Background: an optimization exercise with open tools, aiming at small area, a short achievable clock period and few clock cycles. Do not read the settings as production practice.
Where RTL was checked, it was by simulation tests only, not by an equivalence proof against the original.
Power and IR drop assume default switching activity.

Design frame_engine, start of the top module:
module frame_engine (
    input  wire        clk,
    input  wire        rst,           
    input  wire        cmd_valid,
    output wire        cmd_ready,
    input  wire [31:0] cmd_data,
    output reg         rsp_valid,
    output wire [31:0] rsp_data,
    output wire        frm_valid,
    input  wire        frm_ready,
    output wire [7:0]  frm_data,
    output wire        frm_first,
    output wire        frm_last
);
==> flow/config.mk <==
export PLATFORM = sky130hd
export DESIGN_NAME = frame_engine
export DESIGN_NICKNAME = frame_engine
export VERILOG_FILES = /design/flow/design.v
export SDC_FILE = /design/flow/constraint.sdc
export NUM_CORES = 4
export LEC_CHECK = 0
export CAP_MARGIN = 20
export CELL_PAD_IN_SITES_DETAIL_PLACEMENT = 1
export CELL_PAD_IN_SITES_GLOBAL_PLACEMENT = 2
export CORE_MARGIN = 2
export CORE_UTILIZATION = 50
export CTS_CLUSTER_DIAMETER = 100
export CTS_CLUSTER_SIZE = 20
export SLEW_MARGIN = 20
==> flow/constraint.sdc <==
create_clock -name core_clock -period 11.0 [get_ports {clk}]
set_input_delay 2.2000 -clock core_clock [delete_from_list [all_inputs] [get_ports {clk}]]
set_output_delay 2.2000 -clock core_clock [all_outputs]
set_load 0.01 [all_outputs]
standard.sh (not shown) runs the stock make flow with config.mk's settings and CLKGATE_MAP_FILE= SYNTH_SCRIPT=/design/flow/synth_recipe.tcl, a recipe that flattens the netlist after the stock synthesis.
==> flow/flow/run.sh <==
#!/bin/bash
set -euo pipefail
bash standard.sh SETUP_SLACK_MARGIN=7 finish > standard_flow.log 2>&1
Testbench counts at the start, summed over its fixed seeds: cycles 35,278.
Change:
==> flow/flow/run.sh (replaced) <==
#!/bin/bash
set -euo pipefail
bash standard.sh SETUP_SLACK_MARGIN=7.25 finish > standard_flow.log 2>&1
CELL_PAD_IN_SITES_DETAIL_PLACEMENT = 0   (was 1)
CELL_PAD_IN_SITES_GLOBAL_PLACEMENT = 0   (was 2)
CTS_CLUSTER_DIAMETER = 120   (was 100)
CTS_CLUSTER_SIZE = 24   (was 20)
The changed run ran to the end with no violations.
Sequential cell count does not change.
Clock-buffer cell count came out lower by 21.
Sequential share of layout area came out lower by 0.66 points.
Setup slack improved by 0.030 ns.
First-iteration DRC count came out higher by 33%.
Worst hold slack got worse by 0.0054 ns.
Change:
==> flow/flow/run.sh (replaced) <==
#!/bin/bash
set -euo pipefail
bash standard.sh SETUP_SLACK_MARGIN=7 finish > standard_flow.log 2>&1
CORE_UTILIZATION = 60   (was 50)
Fmax went up by about 0.6%.
Utilization went up by 10 points.
Setup slack gets better by 0.024 ns.
Die area went down by 16%.
Area after synthesis does not change.
Total power went down by about 1%.
Via count went down by 0.42%.
Non-clock buffer count went down by 29.

========
Setup of xenon:
frame_engine again, from the RTL that the note above started with.
Design frame_engine, start of the top module:
module frame_engine (
    input  wire        clk,
    input  wire        rst,           
    input  wire        cmd_valid,
    output wire        cmd_ready,
    input  wire [31:0] cmd_data,
    output reg         rsp_valid,
    output wire [31:0] rsp_data,
    output wire        frm_valid,
    input  wire        frm_ready,
    output wire [7:0]  frm_data,
    output wire        frm_first,
    output wire        frm_last
);
==> flow/config.mk <==
export PLATFORM = sky130hd
export DESIGN_NAME = frame_engine
export DESIGN_NICKNAME = frame_engine
export VERILOG_FILES = /design/flow/design.v
export SDC_FILE = /design/flow/constraint.sdc
export NUM_CORES = 4
export LEC_CHECK = 0
export CAP_MARGIN = 20
export CELL_PAD_IN_SITES_DETAIL_PLACEMENT = 1
export CELL_PAD_IN_SITES_GLOBAL_PLACEMENT = 2
export CORE_MARGIN = 2
export CORE_UTILIZATION = 50
export CTS_CLUSTER_DIAMETER = 120
export CTS_CLUSTER_SIZE = 24
export SLEW_MARGIN = 20
==> flow/constraint.sdc <==
create_clock -name core_clock -period 11.0 [get_ports {clk}]
set_input_delay 2.2000 -clock core_clock [delete_from_list [all_inputs] [get_ports {clk}]]
set_output_delay 2.2000 -clock core_clock [all_outputs]
set_load 0.01 [all_outputs]
==> flow/flow/run.sh <==
#!/bin/bash
set -euo pipefail
bash standard.sh SETUP_SLACK_MARGIN=7 finish > standard_flow.log 2>&1
Testbench counts of xenon, summed over its fixed seeds: cycles 35,278.
--- input diff xenon..umber ---
==> flow/flow/run.sh <==
#!/bin/bash
set -euo pipefail
bash standard.sh SETUP_SLACK_MARGIN=6.5 finish > standard_flow.log 2>&1
## What came out
Changes observed in umber relative to xenon: global-route wire length before repair lost about 4.7%, synthesis-to-finish area growth lower. Wire length per cell: umber < xenon. Summary of umber over xenon: cell area dropped about 2.4%; number of buffers between clock root and the deepest sink barely changed; post-route non-filler standard cell count dropped about 2%; clock power climbed about 2%; global-route usage dropped 1.3 points. Compared with xenon, umber shows a final worst-path setup slack that is 0.24 ns lower. ~same number of buffers inserted during clock tree synthesis in xenon and umber.
#### Input delta (zinc over umber)
- ABC_CLOCK_PERIOD_IN_PS newly set to 4000
==> flow/flow/run.sh <==
#!/bin/bash
set -euo pipefail
bash standard.sh SETUP_SLACK_MARGIN=7 finish > standard_flow.log 2>&1
Notes after the runs:
Status | umber and zinc | clean
umber → zinc: non-filler instance count after layout went up 91; global-route total usage across every layer went up 1.3 points; final setup slack of the worst path went up 0.24 ns; combinational share of power went up 0.4 points.
Of umber and zinc, the run reporting the higher wire length was zinc.
Going from umber to zinc, design area grew by a few percent.
zinc: utilization 1.4 points above umber
Clock buffer instance count of the final layout was higher in the run labelled zinc.
Re worst endpoint data arrival time: zinc is 3.05 ns down on umber.
--- input diff zinc..nickel ---
- CELL_PAD_IN_SITES_DETAIL_PLACEMENT changed from 1 to 0
- CELL_PAD_IN_SITES_GLOBAL_PLACEMENT changed from 2 to 0
- ABC_CLOCK_PERIOD_IN_PS removed (was 4000)
Findings:
Where total power is concerned, zinc is outperformed by nickel. Compared to zinc, nickel has cell area about 1% lower. On setup slack, nickel does better than zinc. Compared with zinc, nickel shows a higher worst slack at placement.
[inputs] delta vs nickel
- CELL_PAD_IN_SITES_DETAIL_PLACEMENT changed from 0 to 1
- CELL_PAD_IN_SITES_GLOBAL_PLACEMENT changed from 0 to 2
- CTS_CLUSTER_DIAMETER removed (was 120)
- CTS_CLUSTER_SIZE removed (was 24)
### Flow results
Summary of delta over nickel: first-iteration DRC count down about 16%, detailed route wirelength on metal3 up 660 um, slew at the pin closest to its max-slew limit up 0.031 ns.
From nickel to delta the numbers moved as follows: power now larger, fill cell total of the finished layout now larger, number of levels in the clock H-tree now larger, cell internal power dissipation now larger, post-route non-filler standard cell count now larger.
Compared with nickel, delta ends up with more cell area.

========
Setup of the previous run:
frame_engine, a different RTL version from the one above (not shown whole).
Size: roughly 3,400 cells after synthesis, ~0.052 mm² of cells after synthesis.
clock: 11.0 ns
lec_check: 0
cap_margin: 20
cell_pad_in_sites_detail_placement: 1
cell_pad_in_sites_global_placement: 2
core_margin: 2
core_utilization: 50
slew_margin: 20
==> flow/flow/run.sh <==
#!/bin/bash
set -euo pipefail
bash standard.sh SETUP_SLACK_MARGIN=8 finish > standard_flow.log 2>&1
#### Input delta (the current run over the previous run)
==> flow/flow/run.sh <==
#!/bin/bash
set -euo pipefail
bash standard.sh SETUP_SLACK_MARGIN=6.5 finish > standard_flow.log 2>&1
Findings:
Taking the previous run as the reference, in the current run power moved down, clock latency on the worst-skew pair level, clock power share moved up. The previous run ended up with cmd_data[31] as its critical path startpoint; the current run ended up with cmd_data[26].
No run of this note included a check of the RTL's function; only the layout flow was run.

========
Setup of run 1:
frame_engine, a different RTL version from the one above (not shown whole).
export LEC_CHECK = 0
export CAP_MARGIN = 20
export CELL_PAD_IN_SITES_DETAIL_PLACEMENT = 1
export CELL_PAD_IN_SITES_GLOBAL_PLACEMENT = 2
export CORE_MARGIN = 2
export CORE_UTILIZATION = 50
export SLEW_MARGIN = 20
create_clock -name core_clock -period 11.0 [get_ports {clk}]
==> flow/flow/run.sh <==
#!/bin/bash
set -euo pipefail
bash standard.sh SETUP_SLACK_MARGIN=7 finish > standard_flow.log 2>&1
Testbench counts of run 1, summed over its fixed seeds: cycles 35,278.
Setup changes, run 1 to run 2
# run 1
export LEC_CHECK = 0
export CAP_MARGIN = 20
export CELL_PAD_IN_SITES_DETAIL_PLACEMENT = 1
export CELL_PAD_IN_SITES_GLOBAL_PLACEMENT = 2
export CORE_MARGIN = 2
export CORE_UTILIZATION = 50
export SLEW_MARGIN = 20
create_clock -name core_clock -period 11.0 [get_ports {clk}]
# run 2
export LEC_CHECK = 0
export CAP_MARGIN = 20
export CELL_PAD_IN_SITES_DETAIL_PLACEMENT = 1
export CELL_PAD_IN_SITES_GLOBAL_PLACEMENT = 2
export CORE_MARGIN = 2
export CORE_UTILIZATION = 50
export CTS_CLUSTER_DIAMETER = 120
export CTS_CLUSTER_SIZE = 24
export SLEW_MARGIN = 20
create_clock -name core_clock -period 11.0 [get_ports {clk}]
==> flow/flow/run.sh <==
#!/bin/bash
set -euo pipefail
bash standard.sh SETUP_SLACK_MARGIN=6.5 finish > standard_flow.log 2>&1
[summary]
Every stage of the flow completed for run 2, and the final layout passed the timing, design-rule and antenna checks. Summary of the comparison: fmax is lower in run 2, relative to run 1. Run 2 — number of antenna violations at the first check in global routing 3 lower, run 1 as reference. [run 2 vs run 1] clock buffer count: lower in run 2. Run 2: data required time of the worst path lower than run 1. Side by side, logic depth of the worst register-to-register path turned out lower in run 2 than in run 1. Lower area growth from synthesis to layout among run 1 and run 2: run 2. Of run 1 and run 2, the run reporting the lower final cycle utilization of the critical path was run 1. Slack of the worst reg-to-reg path delta for run 2 relative to run 1: 0.16 ns lower. Diff run 1 -> run 2: sequential share of layout area went up; first-pass GRT wire length went down.
What run 3 does differently from run 2 at the input level:
# run 2
export LEC_CHECK = 0
export CAP_MARGIN = 20
export CELL_PAD_IN_SITES_DETAIL_PLACEMENT = 1
export CELL_PAD_IN_SITES_GLOBAL_PLACEMENT = 2
export CORE_MARGIN = 2
export CORE_UTILIZATION = 50
export CTS_CLUSTER_DIAMETER = 120
export CTS_CLUSTER_SIZE = 24
export SLEW_MARGIN = 20
create_clock -name core_clock -period 11.0 [get_ports {clk}]
# run 3
export LEC_CHECK = 0
export CAP_MARGIN = 20
export CELL_PAD_IN_SITES_DETAIL_PLACEMENT = 1
export CELL_PAD_IN_SITES_GLOBAL_PLACEMENT = 2
export CORE_MARGIN = 2
export CORE_UTILIZATION = 60
export SLEW_MARGIN = 20
create_clock -name core_clock -period 11.0 [get_ports {clk}]
==> run summary <==
- Post-layout worst setup margin: run 3 worse than run 2
- Every stage of the flow completed for run 3, and the final layout passed the timing, design-rule and antenna checks.
- Between run 3 and run 2, it is run 3 whose wire length reported by the detailed router is higher, by about 6%.
- Run 3: worst-case clock skew is 0.016 ns lower than what run 2 reported.
- Changes observed in run 3 relative to run 2: global-route wire length before repair now larger; total routing resource utilization after global routing now larger.
The following lists how run 4 was set up differently from run 3:
# run 3
export LEC_CHECK = 0
export CAP_MARGIN = 20
export CELL_PAD_IN_SITES_DETAIL_PLACEMENT = 1
export CELL_PAD_IN_SITES_GLOBAL_PLACEMENT = 2
export CORE_MARGIN = 2
export CORE_UTILIZATION = 60
export SLEW_MARGIN = 20
create_clock -name core_clock -period 11.0 [get_ports {clk}]
# run 4
export LEC_CHECK = 0
export CAP_MARGIN = 20
export CELL_PAD_IN_SITES_DETAIL_PLACEMENT = 1
export CELL_PAD_IN_SITES_GLOBAL_PLACEMENT = 2
export CORE_MARGIN = 2
export CORE_UTILIZATION = 50
export CTS_CLUSTER_DIAMETER = 100
export CTS_CLUSTER_SIZE = 20
export SLEW_MARGIN = 20
create_clock -name core_clock -period 11.0 [get_ports {clk}]
==> run summary <==
Global-route wire length before repair (run 4 over run 3): decrease, 9700 µm
On shortest clock period the worst path allows after layout, the lower figure sits with run 4, not run 3.
Re final setup slack of the worst path: run 4 is 0.10 ns up on run 3.
Compared with run 3, run 4 shows a higher placed instance area.
In run 4, the post-route fraction of the period consumed by the critical path came out 0.93 points below the value in run 3.
When the final numbers for run 4 and run 3 were put side by side, the total power turned out to be greater in run 3.

========
frame_engine, a different RTL version from the one above (not shown whole).
For scale: ~1200 flip-flops, ~81 I/O pins.
// frame_engine
module frame_engine (
    input  wire        clk,
    input  wire        rst,           
    input  wire        cmd_valid,
    output wire        cmd_ready,
    input  wire [31:0] cmd_data,
    output reg         rsp_valid,
    output wire [31:0] rsp_data,
    output wire        frm_valid,
    input  wire        frm_ready,
    output wire [7:0]  frm_data,
    output wire        frm_first,
    output wire        frm_last
);
    localparam [7:0] P_MARKER0 = 8'hA5;
    localparam [7:0] P_MARKER1 = 8'h5A;
    localparam [7:0] P_VERSION = 8'h01;
    localparam [7:0] P_TYPE    = 8'h01;
    function [15:0] crc_step;
        input [15:0] r;
        input [7:0]  b;
        integer      n;
        reg   [15:0] t;
        begin
            t = r ^ {b, 8'h00};
            for (n = 0; n < 8; n = n + 1)
                t = t[15] ? ((t << 1) ^ 16'h1021) : (t << 1);
            crc_step = t;
        end
    endfunction
    wire [7:0] op = cmd_data[31:24];
    wire is_nop    = (cmd_data == 32'h00000000);
    wire is_init   = (cmd_data == 32'h01000000);
    wire is_seed   = (op == 8'h02) && (cmd_data[23:16] == 8'h00);
    wire is_update = (op == 8'h03) && (cmd_data[23:8]  == 16'h0000);
    wire is_read   = (cmd_data == 32'h04000000);
    wire is_hdr    = (op == 8'h08);
    wire is_feed   = (op == 8'h10) && (cmd_data[23:8]  == 16'h0000);
    wire is_status = (cmd_data == 32'h20000000);
    wire is_legal  = is_nop | is_init | is_seed | is_update | is_read |
                     is_hdr | is_feed | is_status;
    reg [7:0]  ring [0:127];
    reg [7:0]  qhead;       
    reg [7:0]  vtail;       
    reg [7:0]  qtail;       
    reg [6:0]  blen;        
    reg [6:0]  bend;        
    reg [7:0]  level;
    reg [7:0]  qlen;        
    reg        feed_ok;     
    reg        avail;       
    reg [15:0] pcrc;        
    reg        hdr_ok;      
    reg [3:0]  cnt;         
    reg        big;         
  ...
clock: 11.0 ns
lec_check: 0
cap_margin: 20
cell_pad_in_sites_detail_placement: 1
cell_pad_in_sites_global_placement: 2
core_margin: 2
core_utilization: 50
cts_cluster_diameter: 120
cts_cluster_size: 24
slew_margin: 20
==> flow/flow/run.sh <==
#!/bin/bash
set -euo pipefail
bash standard.sh SETUP_SLACK_MARGIN=7 finish > standard_flow.log 2>&1
Edit:
==> flow/flow/run.sh (replaced) <==
#!/bin/bash
set -euo pipefail
bash standard.sh SETUP_SLACK_MARGIN=6.75 finish > standard_flow.log 2>&1
Result: Worst setup slack degrades by 45 ps. Via count shrinks by 0.68%. Die area does not change. Clock skew hardly moves. Total power shrinks by 1.5%. Sequential power hardly moves. Synthesized area stays the same. Final area shrinks by 1.8%. First-iteration DRC count grows by 12%. Routed wire length shrinks by 2.2%. Register-to-register slack improves by 70 ps.
No functional check of the RTL was part of any run of this note.

========
frame_engine, a different RTL version from the one above (not shown whole).
Size: about 3,000 cells after synthesis, ~1,200 flip-flops, about 81 I/O pins, ~0.052 mm² of cells after synthesis.
Settings: LEC_CHECK=0, CAP_MARGIN=20, CELL_PAD_IN_SITES_DETAIL_PLACEMENT=1, CELL_PAD_IN_SITES_GLOBAL_PLACEMENT=2, CORE_MARGIN=2, CORE_UTILIZATION=50, CTS_CLUSTER_DIAMETER=120, CTS_CLUSTER_SIZE=24, SLEW_MARGIN=20; clock period 11.0 ns.
==> flow/flow/run.sh <==
#!/bin/bash
set -euo pipefail
bash standard.sh SETUP_SLACK_MARGIN=7.25 finish > standard_flow.log 2>&1
Then changed:
==> flow/flow/run.sh (replaced) <==
#!/bin/bash
set -euo pipefail
bash standard.sh SETUP_SLACK_MARGIN=7 finish > standard_flow.log 2>&1
- CTS_CLUSTER_DIAMETER: 120 -> 100
- CTS_CLUSTER_SIZE: 24 -> 20
Effect:
- power rose by about 4%
- sequential power stays flat
- combinational power drops by about 2%
- critical path depth stays the same
- via count is lower by 0.98%
- first-iteration DRC count shrinks by about 9%
- utilization hardly moves
- register-to-register slack improves by 0.05 ns
- area after synthesis stays the same
No functional check of the RTL was part of any run of this note.

[what the ideal ports hide]
The results above use ideal ports. As a check the final layouts listed here were re-extracted and re-timed, cells and wires unchanged. Step 1: set_driving_cell puts a clkbuf_16 on clk and a buf_2 on each other input, an assumption about the parent block. Step 2 times the ports against the registers' clock, not the clock port: input delays grow and output delays shrink by t, the midpoint of the rising clock arrivals with the driver on. a / b / c = ideal / step 1 / step 2; a / b = the first two.
run | t (ns) | setup slack, ns | worst hold slack (ns) | slew at the worst register clock pin (ns)
the first run of note 1 | 0.751 | 6.795 / 6.719 / 6.157 | 0.496 / 0.496 / 0.496 | 0.10 / 0.10
the second run of note 1 | 0.768 | 6.824 / 6.815 / 6.097 | 0.490 / 0.490 / 0.490 | 0.12 / 0.12
the third run of note 1 | 0.726 | 6.849 / 6.793 / 6.146 | 0.502 / 0.502 / 0.502 | 0.11 / 0.11
xenon | 0.773 | 6.800 / 6.721 / 6.136 | 0.494 / 0.494 / 0.494 | 0.11 / 0.11
umber | 0.764 | 6.557 / 6.513 / 5.833 | 0.480 / 0.480 / 0.480 | 0.10 / 0.10
zinc | 0.773 | 6.800 / 6.721 / 6.136 | 0.494 / 0.494 / 0.494 | 0.11 / 0.11
nickel | 0.772 | 6.864 / 6.788 / 6.125 | 0.510 / 0.510 / 0.510 | 0.10 / 0.10
delta | 0.806 | 6.762 / 6.688 / 6.052 | 0.477 / 0.477 / 0.477 | 0.07 / 0.07
the previous run | 0.812 | 6.499 / 6.545 / 5.732 | 0.480 / 0.480 / 0.480 | 0.06 / 0.06
the current run | 0.813 | 6.520 / 6.494 / 5.746 | 0.484 / 0.484 / 0.484 | 0.07 / 0.07
run 1 | 0.770 | 6.546 / 6.571 / 5.802 | 0.493 / 0.493 / 0.493 | 0.07 / 0.07
run 2 | 0.765 | 6.407 / 6.420 / 5.655 | 0.507 / 0.507 / 0.507 | 0.11 / 0.11
run 3 | 0.771 | 6.373 / 6.319 / 5.639 | 0.506 / 0.506 / 0.506 | 0.07 / 0.07
run 4 | 0.732 | 6.476 / 6.491 / 5.759 | 0.505 / 0.505 / 0.505 | 0.09 / 0.09
the first run of note 5 | 0.756 | 6.201 / 6.212 / 5.456 | 0.493 / 0.493 / 0.493 | 0.11 / 0.11
the second run of note 5 | 0.750 | 6.156 / 6.164 / 5.414 | 0.498 / 0.498 / 0.498 | 0.11 / 0.11
the first run of note 6 | 0.747 | 6.353 / 6.387 / 5.640 | 0.513 / 0.513 / 0.513 | 0.11 / 0.11
the second run of note 6 | 0.732 | 6.223 / 6.274 / 5.542 | 0.508 / 0.508 / 0.508 | 0.09 / 0.09
After both steps setup and hold are still met in every run listed. For the current run, which loses most, drivers alone change the setup slack by -0.026 ns; drivers and shift together by -0.774 ns.
